Source: an optimization exercise on an open RTL-to-GDS flow (aim: small area). Production flows keep margins and buffers that such runs may drop.
In this exercise RTL edits were held to simulation tests only and were not proved equivalent to the original.
The clock port is modelled as an ideal driver; clocking choices that lean on that would not hold on a real chip.
Power and IR drop assume default switching activity.

==> module pocsag_rx, before the edit <==
module pocsag_rx (
    input  wire        clk,
    input  wire        rst,
    input  wire        in_valid,
    input  wire [15:0] in_sample,
    output wire        pre_found,
    output wire        sync_found,
    output wire        out_valid,
    output wire [3:0]  out_index,
    output wire [31:0] out_word,
    output wire        out_fail,
    output wire        out_addr
);
    localparam PRE_MIN_T = 519;
    localparam [31:0]  KMP_P  = 32'h1BA84B3E;
    localparam [159:0] KMP_FB = {5'd2, 5'd2, 5'd4, 5'd1, 5'd1, 5'd5, 5'd1, 5'd1,
                                 5'd1, 5'd3, 5'd1, 5'd3, 5'd1, 5'd2, 5'd2, 5'd2,
                                 5'd3, 5'd1, 5'd2, 5'd3, 5'd1, 5'd4, 5'd1, 5'd1,
                                 5'd2, 5'd0, 5'd1, 5'd1, 5'd1, 5'd1, 5'd1, 5'd0};
    localparam [1:0] S_PRE   = 2'd0,
                     S_SYNC  = 2'd1,
                     S_BATCH = 2'd2;
    wire bit_valid, bit_val;
    pocsag_slicer u_slicer (
        .clk       (clk),
        .rst       (rst),
        .in_valid  (in_valid),
        .in_sample (in_sample),
        .bit_valid (bit_valid),
        .bit_val   (bit_val)
    );
    reg  [1:0]  state;
    reg  [5:0]  cnt;       
    reg  [3:0]  rnd;       
    reg         full;      
    reg  [9:0]  ptrans;
    reg         prev;      
    reg         arm;       
    reg         act;       
    reg  [3:0]  ph;
    reg  [3:0]  stg;       
    reg  [3:0]  pf;        
    reg  [15:0] ring [0:35];
    wire in_pre   = (state == S_PRE);
    wire in_sync  = (state == S_SYNC);
    wire [3:0] grp = cnt[5:2];    
    wire [1:0] c4  = cnt[1:0];
    wire [35:0] taps;
    genvar g;
    generate
        for (g = 0; g < 36; g = g + 1) begin : g_tap
            assign taps[g] = ring[g][0];
        end
    endgenerate
    reg  [8:0] dg;         
    integer r;
    always @* begin
        for (r = 0; r < 9; r = r + 1)
            dg[r] = (grp == r);
    end
    wire [8:0] dg_e   = in_sync ? 9'd1 : dg;
    wire [8:0] dprv   = {in_pre & dg_e[0], dg_e[8] | (~in_pre & dg_e[0]), dg_e[7:1]};
    wire [1:0] c4_e   = in_sync ? 2'd0 : c4;
    wire       ok_cur = (ph + 4'd1 == rnd);
    wire       ok_prv = dg_e[0] ? (ph + 4'd2 == rnd) : ok_cur;
    reg  [3:0] wcur, wold;
    always @* begin
        for (r = 0; r < 4; r = r + 1) begin
            wcur[r] = (r < c4_e) & ok_cur;
            wold[r] = (r >= c4_e) & ok_prv;
        end
    end
    reg  [35:0] we;
    always @* begin
        for (r = 0; r < 36; r = r + 1)
            we[r] = (wcur[r % 4] & dg_e[r / 4]) | (wold[r % 4] & dprv[r / 4]);
    end
    wire [8:0] dnx    = {dg[7:0], dg[8]};
    wire       at_cur = (ph == rnd);
    wire       at_nxt = dg[8] ? (ph == rnd + 4'd1) : at_cur;
    reg  [3:0] fhit;
    reg  [3:0] ftap;
    integer q;
    always @* begin
        for (r = 0; r < 4; r = r + 1) begin
            ftap[r] = 1'b0;
            for (q = 0; q < 9; q = q + 1)
                ftap[r] = ftap[r] | (taps[4 * q + r] & ((r > c4) ? dg[q] : dnx[q]));
            fhit[r] = (r > c4) ? at_cur : at_nxt;
        end
    end
    wire [1:0] rs        = c4 + 2'd1;
    wire       full_n    = full | ((rnd == 4'd15) & (cnt == 6'd35));
    wire       t_sub     = full_n & (fhit[rs] ? ftap[rs] : pf[rs]);
    wire       t_add     = bit_val ^ prev;
    wire [9:0] ptrans_n  = ptrans + {9'd0, t_add} - {9'd0, t_sub};
    wire       pre_match = full_n & (ptrans_n >= PRE_MIN_T);
    wire       kmp_hit   = (bit_val == KMP_P[cnt[4:0]]);
    wire       sync_hit  = kmp_hit & (&cnt[4:0]);
    wire       lane_in   = in_pre ? (bit_val ^ prev) : bit_val;
    wire       store     = bit_valid & ~in_sync;
    integer j;
    always @(posedge clk) begin
        for (j = 0; j < 36; j = j + 1) begin
            ring[j][15:1] <= ring[j][14:0];
            ring[j][0]    <= we[j] ? stg[j % 4] : ring[j][15];
        end
        for (r = 0; r < 4; r = r + 1) begin
            if (fhit[r])
                pf[r] <= ftap[r];
            if (store && c4 == r)
                stg[r] <= lane_in;
        end
    end
    always @(posedge clk) begin
        if (rst) begin
            state      <= S_PRE;
            cnt        <= 6'd0;
            rnd        <= 4'd0;
            full       <= 1'b0;
            ptrans     <= 10'd0;
            prev       <= 1'b0;
            arm        <= 1'b0;
            act        <= 1'b0;
            ph         <= 4'd0;
        end else begin
            ph         <= ph + 4'd1;
            if (arm && ph == 4'd0) begin
                arm <= 1'b0;
                act <= 1'b1;
            end
            if (act && ph == 4'd15)
                act <= 1'b0;
            if (bit_valid) begin
                case (state)
                    S_PRE: begin
                        prev   <= bit_val;
                        ptrans <= ptrans_n;
                        full   <= full_n;
                        if (pre_match) begin
                            state <= S_SYNC;
                            cnt   <= 6'd0;
                            rnd   <= 4'd0;
                        end else if (cnt == 6'd35) begin
                            cnt <= 6'd0;
                            rnd <= rnd + 4'd1;
                        end else begin
                            cnt <= cnt + 6'd1;
                        end
                    end
                    S_SYNC: begin
                        cnt[4:0] <= kmp_hit ? cnt[4:0] + 5'd1 : KMP_FB[cnt[4:0]*5 +: 5];
                        if (sync_hit) begin
                            state      <= S_BATCH;
                        end
                    end
                    default: begin
                        cnt[4:0] <= cnt[4:0] + 5'd1;
                        if (&cnt[4:0]) begin
                            rnd <= rnd + 4'd1;
                            if (rnd == 4'd15) begin
                                state <= S_SYNC;
                                arm   <= 1'b1;
                            end
                        end
                    end
                endcase
            end
        end
    end
    wire [31:0] raw;
    generate
        for (g = 0; g < 32; g = g + 1) begin : g_raw
            assign raw[31 - g] = taps[g];
        end
    endgenerate
    pocsag_bch u_bch (
        .cw_in  (raw),
        .cw_out (out_word),
        .fail   (out_fail)
    );
    assign pre_found  = bit_valid & in_pre & pre_match;
    assign sync_found = bit_valid & in_sync & sync_hit;
    assign out_valid  = act | (arm & (ph == 4'd0));
    assign out_index  = ph;
    assign out_addr  = ~raw[31];
endmodule
export LEC_CHECK = 0
export CAP_MARGIN = 20
export CORE_MARGIN = 2
export CORE_UTILIZATION = 65
export CTS_BUF_LIST = sky130_fd_sc_hd__clkbuf_16
export CTS_CLUSTER_DIAMETER = 80
export CTS_CLUSTER_SIZE = 33
export GPL_ROUTABILITY_DRIVEN = 0
export GPL_TIMING_DRIVEN = 0
export PLACE_DENSITY = 0.75
export SLEW_MARGIN = 20
create_clock -name core_clock -period 14.0 [get_ports {clk}]
standard.sh (not shown) runs the stock make flow with config.mk's settings and CLKGATE_MAP_FILE= SYNTH_SCRIPT=/design/flow/synth_recipe.tcl, a recipe that flattens the netlist after the stock synthesis.
==> flow/flow/run.sh <==
#!/bin/bash
set -euo pipefail
W=$PWD
sed 's|^\( *\)log_cmd abc {\*}$abc_args$|\1log_cmd abc {*}[lreplace $abc_args 1 1 $::env(AREA_ABC_SCRIPT)]|' \
  "$FLOW_HOME/scripts/synth.tcl" > "$W/synth_area_orfs.tcl"
grep -q 'AREA_ABC_SCRIPT' "$W/synth_area_orfs.tcl"
sed "s|source \$::env(SCRIPTS_DIR)/synth.tcl|source $W/synth_area_orfs.tcl|" synth_recipe.tcl > "$W/synth_area.tcl"
grep -q "source $W/synth_area_orfs.tcl" "$W/synth_area.tcl"
export AREA_ABC_SCRIPT=$W/flow/abc_area.script
export BUFFER_PORTS_ARGS="-buffer_cell sky130_fd_sc_hd__buf_1"
export CTS_ARGS="-sink_clustering_enable -repair_clock_nets -sink_clustering_size 33 -sink_clustering_max_diameter 80 -buf_list sky130_fd_sc_hd__clkbuf_16 -dont_use_dummy_load"
bash standard.sh SYNTH_SCRIPT="$W/synth_area.tcl" cts > standard_cts.log 2>&1
R=orfs/results/$FLOW_PLATFORM/pocsag_rx/base
P=$FLOW_HOME/platforms/$FLOW_PLATFORM
DONT_USE=$(make -s -C "$FLOW_HOME" DESIGN_CONFIG="$W/config.mk" WORK_HOME="$W/orfs" print-DONT_USE_CELLS 2>/dev/null | sed -n 's/^DONT_USE_CELLS: //p')
RESULTS_DIR=$R PLATFORM_DIR=$P LIB_FILES=$P/lib/sky130_fd_sc_hd__tt_025C_1v80.lib DONT_USE_CELLS="$DONT_USE" \
  openroad -no_init -exit flow/recover.tcl > recover.log 2>&1
bash standard.sh SYNTH_SCRIPT="$W/synth_area.tcl" finish > standard.log 2>&1
==> flow/flow/abc_area.script <==
&get -n
&st
&dch -f
&nf -a -R 1000
&st
&syn2
&dch -f
&nf -a -R 1000
&st
&syn2
&dch -f
&nf -a -R 1000
&st
&syn2
&dch -f
&nf -a -R 1000
&st
&deepsyn -T 60
&dch -f
&nf -a -R 1000
&st
&deepsyn -T 60
&dch -f
&nf -a -R 1000
&put
==> flow/flow/recover.tcl <==
# Between clock tree synthesis and global routing: size cells down where the
# timing allows (OpenROAD's power recovery), then legalize the placement.
set res $::env(RESULTS_DIR)
read_liberty $::env(LIB_FILES)
read_db $res/4_cts.odb
read_sdc $res/4_cts.sdc
source $::env(PLATFORM_DIR)/setRC.tcl
set_dont_use $::env(DONT_USE_CELLS)
estimate_parasitics -placement
report_worst_slack -max
report_design_area
repair_timing -recover_power 100 -setup_margin 0.5 -verbose
detailed_placement
check_placement -verbose
estimate_parasitics -placement
report_worst_slack -max
report_check_types -max_slew -max_capacitance -violators
report_design_area
write_db $res/4_cts.odb
Rerun with:
--- a/flow/design.v
+++ b/flow/design.v
@@ -249,12 +249,13 @@
             dg[r] = (grp == r);
     end
     wire [8:0] dg_e   = in_sync ? 9'd1 : dg;
     wire [8:0] dprv   = {in_pre & dg_e[0], dg_e[8] | (~in_pre & dg_e[0]), dg_e[7:1]};
     wire [1:0] c4_e   = in_sync ? 2'd0 : c4;
-    wire       ok_cur = (ph + 4'd1 == rnd);
-    wire       ok_prv = dg_e[0] ? (ph + 4'd2 == rnd) : ok_cur;
+    wire [3:0] dph    = rnd - ph;      
+    wire       ok_cur = (dph == 4'd1);
+    wire       ok_prv = dg_e[0] ? (dph == 4'd2) : ok_cur;
     reg  [3:0] wcur, wold;
     always @* begin
         for (r = 0; r < 4; r = r + 1) begin
             wcur[r] = (r < c4_e) & ok_cur;
             wold[r] = (r >= c4_e) & ok_prv;
@@ -264,12 +265,12 @@
     always @* begin
         for (r = 0; r < 36; r = r + 1)
             we[r] = (wcur[r % 4] & dg_e[r / 4]) | (wold[r % 4] & dprv[r / 4]);
     end
     wire [8:0] dnx    = {dg[7:0], dg[8]};
-    wire       at_cur = (ph == rnd);
-    wire       at_nxt = dg[8] ? (ph == rnd + 4'd1) : at_cur;
+    wire       at_cur = (dph == 4'd0);
+    wire       at_nxt = dg[8] ? (dph == 4'd15) : at_cur;
     reg  [3:0] fhit;
     reg  [3:0] ftap;
     integer q;
     always @* begin
         for (r = 0; r < 4; r = r + 1) begin
@@ -281,11 +282,22 @@
     end
     wire [1:0] rs        = c4 + 2'd1;
     wire       full_n    = full | ((rnd == 4'd15) & (cnt == 6'd35));
     wire       t_sub     = full_n & (fhit[rs] ? ftap[rs] : pf[rs]);
     wire       t_add     = bit_val ^ prev;
-    wire [9:0] ptrans_n  = ptrans + {9'd0, t_add} - {9'd0, t_sub};
+    wire       p_step    = t_add ^ t_sub;
+    wire       p_down    = t_sub;
+    wire [10:0] p_c;
+    wire [9:0] ptrans_n;
+    assign p_c[0] = p_step;
+    genvar pk;
+    generate
+        for (pk = 0; pk < 10; pk = pk + 1) begin : g_pt
+            assign ptrans_n[pk] = ptrans[pk] ^ p_c[pk];
+            assign p_c[pk + 1]  = p_c[pk] & (ptrans[pk] ^ p_down);
+        end
+    endgenerate
     wire       pre_match = full_n & (ptrans_n >= PRE_MIN_T);
     wire       kmp_hit   = (bit_val == KMP_P[cnt[4:0]]);
     wire       sync_hit  = kmp_hit & (&cnt[4:0]);
     wire       lane_in   = in_pre ? (bit_val ^ prev) : bit_val;
     wire       store     = bit_valid & ~in_sync;
Die area falls slightly.
Wire length grows by a few percent.
Cell area decreases slightly.
First-iteration DRC count came out higher slightly.
Total power rises slightly.
Clock power is about the same.

separate check: timing with driven ports:
How much do the figures lean on ideal ports? The routed layouts below were timed once more, with nothing changed but the port constraints.
Step 1: set_driving_cell puts a clkbuf_16 on clk and a buf_2 on each other input, an assumption about the parent block.
Step 2, shift: input delay + t, output delay - t, t = (earliest + latest rising clock arrival at the registers) / 2. This alone moves slack from input paths to output paths.
Three values: ideal, step 1, step 2; two values: the first two.
run | t (ns) | setup WS [ns] | worst setup path at the end | slew at the worst register clock pin (ns)
the first run | 0.595 | 1.377 / 1.401 / 0.806 | input to register | 0.11 / 0.11
the second run | 0.591 | 1.504 / 1.530 / 0.940 | input to register | 0.12 / 0.12
After both steps setup and hold are still met in every run listed. For the first run, which loses most, drivers alone change the setup slack by +0.024 ns; drivers and shift together by -0.571 ns.
